This design comes from an exercise in tuning for small area, a short achievable clock period and few clock cycles per item on the open sky130 flow, not from production work.
The RTL was checked by simulation tests, not by an equivalence proof against the original design.

==> inputs of run a <==
## scb_bank
module scb_bank (
    input  wire         clk,
    input  wire         rst,           
    input  wire         cmd_valid,
    output wire         cmd_ready,
    input  wire [2:0]   cmd_op,
    input  wire [7:0]   cmd_id,
    input  wire [15:0]  cmd_val,
    input  wire [253:0] cmd_bank,
    output reg          rsp_valid,
    output reg  [7:0]   rsp_status,
    output reg  [7:0]   rsp_detail,
    output reg  [14:0]  rsp_value,
    output reg  [4:0]   rsp_index,
    output reg  [253:0] rsp_bank
);
    localparam [2:0] OP_LOAD = 3'd0, OP_STORE = 3'd1, OP_GET = 3'd2, OP_SET = 3'd3,
                     OP_INC  = 3'd4, OP_ISFULL = 3'd5, OP_TOTAL = 3'd6, OP_FINDMAX = 3'd7;
    localparam [7:0] ST_OK = 8'h00, ST_VALIDATION = 8'h01, ST_RANGE = 8'h03;
    localparam [7:0] DT_NONE = 8'h00, DT_COUNTER_VALUE = 8'h03, DT_SATURATED = 8'h04,
                     DT_COUNTER_ID = 8'h01;
    reg [253:0] bank;
    assign cmd_ready = 1'b1;
    reg [9:0] cur;
    integer i;
    always @(*) begin
        cur = 10'd0;
        for (i = 0; i < 25; i = i + 1)
            if (cmd_id == i)
                cur = cur | bank[10*i +: 10];
    end
    wire id_bad = (cmd_id > 8'd24);
    reg [9:0]   wr_val;
    reg [253:0] bank_wr;
  ...
==> module scb_bank, before the edit <==
module scb_bank (
    input  wire         clk,
    input  wire         rst,           
    input  wire         cmd_valid,
    output wire         cmd_ready,
    input  wire [2:0]   cmd_op,
    input  wire [7:0]   cmd_id,
    input  wire [15:0]  cmd_val,
    input  wire [253:0] cmd_bank,
    output reg          rsp_valid,
    output reg  [7:0]   rsp_status,
    output reg  [7:0]   rsp_detail,
    output reg  [14:0]  rsp_value,
    output reg  [4:0]   rsp_index,
    output reg  [253:0] rsp_bank
);
    localparam [2:0] OP_LOAD = 3'd0, OP_STORE = 3'd1, OP_GET = 3'd2, OP_SET = 3'd3,
                     OP_INC  = 3'd4, OP_ISFULL = 3'd5, OP_TOTAL = 3'd6, OP_FINDMAX = 3'd7;
    localparam [7:0] ST_OK = 8'h00, ST_VALIDATION = 8'h01, ST_RANGE = 8'h03;
    localparam [7:0] DT_NONE = 8'h00, DT_COUNTER_VALUE = 8'h03, DT_SATURATED = 8'h04,
                     DT_COUNTER_ID = 8'h01;
    reg [253:0] bank;
    assign cmd_ready = 1'b1;
    reg [9:0] cur;
    integer i;
    always @(*) begin
        cur = 10'd0;
        for (i = 0; i < 25; i = i + 1)
            if (cmd_id == i)
                cur = cur | bank[10*i +: 10];
    end
    wire id_bad = (cmd_id > 8'd24);
    reg [9:0]   wr_val;
    reg [253:0] bank_wr;
    always @(*) begin
        wr_val  = (cmd_op == OP_INC) ? cur + 10'd1 : cmd_val[9:0];
        bank_wr = bank;
        for (i = 0; i < 25; i = i + 1)
            if (cmd_id == i)
                bank_wr[10*i +: 10] = wr_val;
    end
    reg [14:0] total;
    always @(*) begin
        total = 15'd0;
        for (i = 0; i < 25; i = i + 1)
            total = total + {5'd0, bank[10*i +: 10]};
    end
    reg [9:0] max_v;
    reg [4:0] max_i;
    always @(*) begin
        max_v = bank[9:0];
        max_i = 5'd0;
        for (i = 1; i < 25; i = i + 1)
            if (bank[10*i +: 10] > max_v) begin
                max_v = bank[10*i +: 10];
                max_i = i;
            end
    end
    always @(posedge clk) begin
        if (rst) begin
            bank      <= 254'd0;
            rsp_valid <= 1'b0;
        end else begin
            rsp_valid <= cmd_valid;
            if (cmd_valid) begin
                rsp_status <= ST_OK;
                rsp_detail <= DT_NONE;
                rsp_value  <= 15'd0;
                rsp_index  <= 5'd0;
                rsp_bank   <= 254'd0;
                case (cmd_op)
                    OP_LOAD: begin
                        bank <= cmd_bank;
                    end
                    OP_STORE: begin
                        rsp_bank <= bank;
                    end
                    OP_GET: begin
                        if (id_bad) begin
                            rsp_status <= ST_RANGE;
                            rsp_detail <= DT_COUNTER_ID;
                        end else begin
                            rsp_value <= {5'd0, cur};
                        end
                    end
                    OP_SET: begin
                        if (id_bad) begin
                            rsp_status <= ST_RANGE;
                            rsp_detail <= DT_COUNTER_ID;
                        end else if (cmd_val > 16'd1023) begin
                            rsp_status <= ST_VALIDATION;
                            rsp_detail <= DT_COUNTER_VALUE;
                        end else begin
                            bank <= bank_wr;
                        end
                    end
                    OP_INC: begin
                        if (id_bad) begin
                            rsp_status <= ST_RANGE;
                            rsp_detail <= DT_COUNTER_ID;
                        end else if (cur == 10'd1023) begin
                            rsp_status <= ST_VALIDATION;
                            rsp_detail <= DT_SATURATED;
                        end else begin
                            bank <= bank_wr;
                        end
                    end
                    OP_ISFULL: begin
                        if (id_bad) begin
                            rsp_status <= ST_RANGE;
                            rsp_detail <= DT_COUNTER_ID;
                        end else begin
                            rsp_value <= {14'd0, cur == 10'd1023};
                        end
                    end
                    OP_TOTAL: begin
                        rsp_value <= total;
                    end
                    OP_FINDMAX: begin
                        rsp_value <= {5'd0, max_v};
                        rsp_index <= max_i;
                    end
                endcase
            end
        end
    end
endmodule
clock: 50.0 ns
lec_check: 0
cap_margin: 20
core_margin: 2
core_utilization: 40
slew_margin: 20
run.sh (not shown) runs the stock make flow with config.mk's settings and CLKGATE_MAP_FILE= SYNTH_SCRIPT=/design/flow/synth_recipe.tcl, a recipe that flattens the netlist after the stock synthesis.
==> inputs of run b, as changes to run a <==
==> flow/design.v (replaced) <==
module scb_bank (
    input  wire         clk,
    input  wire         rst,           
    input  wire         cmd_valid,
    output wire         cmd_ready,
    input  wire [2:0]   cmd_op,
    input  wire [7:0]   cmd_id,
    input  wire [15:0]  cmd_val,
    input  wire [253:0] cmd_bank,
    output reg          rsp_valid,
    output wire [7:0]   rsp_status,
    output wire [7:0]   rsp_detail,
    output reg  [14:0]  rsp_value,
    output reg  [4:0]   rsp_index,
    output wire [253:0] rsp_bank
);
    localparam [2:0] OP_LOAD = 3'd0, OP_STORE = 3'd1, OP_GET = 3'd2, OP_SET = 3'd3,
                     OP_INC  = 3'd4, OP_ISFULL = 3'd5, OP_TOTAL = 3'd6, OP_FINDMAX = 3'd7;
    reg [253:0] bank;
    assign rsp_bank = bank;
    reg       ready_r;
    reg       v0;
    reg [2:0] op0;
    reg [4:0] id0;
    reg       idbad0;
    reg [9:0] val0;
    reg       vbad0;
    assign cmd_ready = ready_r;
    wire acc      = cmd_valid & ready_r;
    wire load_now = acc & (cmd_op == OP_LOAD);
    always @(posedge clk) begin
        if (rst) begin
            v0      <= 1'b0;
            ready_r <= 1'b1;
        end else begin
            v0      <= acc;
            ready_r <= ~(acc & (cmd_op == OP_STORE));
        end
        op0    <= cmd_op;
        id0    <= cmd_id[4:0];
        idbad0 <= (cmd_id > 8'd24);
        val0   <= cmd_val[9:0];
        vbad0  <= |cmd_val[15:10];
    end
    reg [9:0] cur;
    integer i;
    always @(*) begin
        cur = 10'd0;
        for (i = 0; i < 25; i = i + 1)
            if (id0 == i)
                cur = cur | bank[10*i +: 10];
    end
    wire sat = &cur;
    wire inc_ok = v0 & (op0 == OP_INC) & ~idbad0 & ~sat;
    wire set_ok = v0 & (op0 == OP_SET) & ~idbad0 & ~vbad0;
    wire we     = inc_ok | set_ok;
    wire [9:0] wdata = op0[2] ? cur + 10'd1 : val0;
    reg [14:0] total;
    always @(*) begin
        total = 15'd0;
        for (i = 0; i < 25; i = i + 1)
            total = total + {5'd0, bank[10*i +: 10]};
    end
    reg [24:0] cand, hit;
    reg [9:0]  max_v;
    reg [4:0]  max_i;
    integer b;
    always @(*) begin
        cand = {25{1'b1}};
        for (b = 9; b >= 0; b = b - 1) begin
            for (i = 0; i < 25; i = i + 1)
                hit[i] = cand[i] & bank[10*i + b];
            max_v[b] = |hit;
            if (|hit)
                cand = hit;
        end
        max_i = 5'd0;
        for (i = 24; i >= 0; i = i - 1)
            if (cand[i])
                max_i = i;
    end
    always @(posedge clk) begin
        if (rst)
            bank <= 254'd0;
        else if (load_now)
            bank <= cmd_bank;
        else if (we) begin
            for (i = 0; i < 25; i = i + 1)
                if (id0 == i)
                    bank[10*i +: 10] <= wdata;
        end
    end
    wire id_op   = (op0 == OP_GET) | (op0 == OP_SET) | (op0 == OP_INC) | (op0 == OP_ISFULL);
    wire e_range = idbad0 & id_op;
    wire e_val   = ~idbad0 & (op0 == OP_SET) & vbad0;
    wire e_sat   = ~idbad0 & (op0 == OP_INC) & sat;
    reg [1:0] st;
    reg [2:0] dt;
    assign rsp_status = {6'd0, st};
    assign rsp_detail = {5'd0, dt};
    always @(posedge clk) begin
        rsp_valid <= ~rst & v0;
        st <= {e_range, e_range | e_val | e_sat};
        dt <= {e_sat, e_val, e_range | e_val};
        case (op0)
            OP_ISFULL:  rsp_value <= {14'd0, sat};
            OP_TOTAL:   rsp_value <= total;
            OP_FINDMAX: rsp_value <= {5'd0, max_v};
            default:    rsp_value <= {5'd0, cur};
        endcase
        rsp_index <= max_i;
    end
endmodule
==> impl_metrics.env <==
export IMPL_syn2layout_area_growth_pct=30.82
export IMPL_crit_cells=28
export IMPL_synth_compound_area_share_pct=30.60
export IMPL_status="no timing/DRC/antenna violations"
export IMPL_hpwl_um=136000
export IMPL_synth_edff_count=0
the above is filed under run b

==> impl_metrics.env <==
export IMPL_num_rows=115
export IMPL_synth_edff_count=279
export IMPL_syn2layout_area_growth_pct=32.38
export IMPL_status="no timing/DRC/antenna violations"
export IMPL_cts_tree="done"
export IMPL_grt_first_pass_wirelength_um=270400
export IMPL_cts_setup_buffers=0
export IMPL_crit_cells=249
export IMPL_synth_compound_area_share_pct=22.54
export IMPL_diodes=1
export IMPL_max_freq_mhz=21.12
the above is filed under run a

Testbench counts of run a, summed over its fixed seeds: cycles 16,000, commands 16,000.
Testbench counts of run b, summed over its fixed seeds: cycles 16,527, commands 16,000.

==> inputs of juniper <==
scb_bank, a different RTL version from the one above (not shown whole).
## scb_bank
module scb_bank (
    input  wire         clk,
    input  wire         rst,           
    input  wire         cmd_valid,
    output wire         cmd_ready,
    input  wire [2:0]   cmd_op,
    input  wire [7:0]   cmd_id,
    input  wire [15:0]  cmd_val,
    input  wire [253:0] cmd_bank,
    output reg          rsp_valid,
    output wire [7:0]   rsp_status,
    output wire [7:0]   rsp_detail,
    output reg  [14:0]  rsp_value,
    output reg  [4:0]   rsp_index,
    output wire [253:0] rsp_bank
);
clock: 50.0 ns
lec_check: 0
abc_area: 1
cap_margin: 20
core_margin: 2
core_utilization: 40
cts_buf_list: sky130_fd_sc_hd__clkbuf_2 sky130_fd_sc_hd__clkbuf_4
cts_cluster_size: 40
slew_margin: 20
standard.sh (not shown) runs the stock make flow with config.mk's settings and CLKGATE_MAP_FILE= SYNTH_SCRIPT=/design/flow/synth_recipe.tcl, a recipe that flattens the netlist after the stock synthesis.
==> flow/flow/run.sh <==
#!/bin/bash
# Standard ORFS layout, with two changes to how it is made:
#  - ports are buffered with sky130_fd_sc_hd__buf_1 instead of the buffer
#    buffer_ports picks by itself (clkdlybuf4s50_1);
#  - repair_timing is asked to keep a setup slack margin, so the resizer works
#    on the critical paths although the 50 ns clock is met with a wide margin.
# The design, clock period and constraints are the standard flow's, unchanged.
set -euo pipefail
export BUFFER_PORTS_ARGS="-buffer_cell sky130_fd_sc_hd__buf_1"
export SETUP_SLACK_MARGIN=38.5
bash standard.sh > standard.log 2>&1
==> ember (differences from juniper) <==
--- a/flow/flow/run.sh
+++ b/flow/flow/run.sh
@@ -7,5 +7,5 @@
 # The design, clock period and constraints are the standard flow's, unchanged.
 set -euo pipefail
 export BUFFER_PORTS_ARGS="-buffer_cell sky130_fd_sc_hd__buf_1"
-export SETUP_SLACK_MARGIN=38.5
+export SETUP_SLACK_MARGIN=37.5
 bash standard.sh > standard.log 2>&1
CTS_BUF_LIST = sky130_fd_sc_hd__clkbuf_4   (was sky130_fd_sc_hd__clkbuf_2 sky130_fd_sc_hd__clkbuf_4)
CTS_CLUSTER_SIZE = unset   (was 40)
==> summary.txt <==
- In ember the global-route usage is lower than in juniper, by 1.6 points.
- Flip-flop and latch count is the same in juniper and ember.
- Of ember and juniper, ember has the higher sequential share of layout area (gap 0.79 points).
- Non-clock buffer count: ember is lower than juniper (175).
==> figures <==
quantity	ember	juniper
Worst hold-check slack	481 ps	472 ps
Buffers inserted during post-CTS setup optimization	17	150
Worst Hold Path EP	v0	dt[1]
Setup Skew	61.4 ps	95.2 ps
Status	no timing/DRC/antenna violations	no timing/DRC/antenna violations
Worst Path Required	50710 ps	50690 ps
Post-Layout Inst Area	0.0290 mm2	0.0329 mm2
Routed Wire Length	130 mm	138 mm
Core utilization of the finished layout	0.482	0.548
WL/cell	27.0 um	27.5 um
Share of the final layout cell area in multi-input gates	0.537	0.498
Testbench counts of juniper, summed over its fixed seeds: cycles 16,527, commands 16,000.
Testbench counts of ember, summed over its fixed seeds: cycles 16,527, commands 16,000.

## static timing again, ports no longer ideal
In the flow no input, the clock included, has a driving cell. The finished layouts below were timed again as built, in two steps. Step 1 sets driving cells, clkbuf_16 on the clock port and buf_2 on the other inputs (assumed; they add their load-dependent delay and slew). Step 2 moves the port delays by t, midway between the first and last clock arrival at a register: inputs arrive t later, outputs are due t later. That takes back most of the time a late clock gives input paths. Slacks: ideal / step 1 / step 2; pairs: ideal / step 1.
| run | t, ns | slack for setup (ns) | worst register clock-pin slew, ns | cell pins on the clock port's net |
|---|---|---|---|---|
| run a | 0.745 | 2.654 / 2.654 / 2.654 | 0.07 / 0.07 | 1 |
| run b | 0.676 | 35.434 / 35.434 / 35.434 | 0.08 / 0.08 | 1 |
| juniper | 0.952 | 38.405 / 38.437 / 37.496 | 0.08 / 0.08 | 1 |
| ember | 0.951 | 37.746 / 37.788 / 36.838 | 0.08 / 0.08 | 1 |
After both steps every run listed still meets setup and hold. For juniper, which loses most, drivers alone change the setup slack by +0.032 ns; drivers and shift together by -0.909 ns.
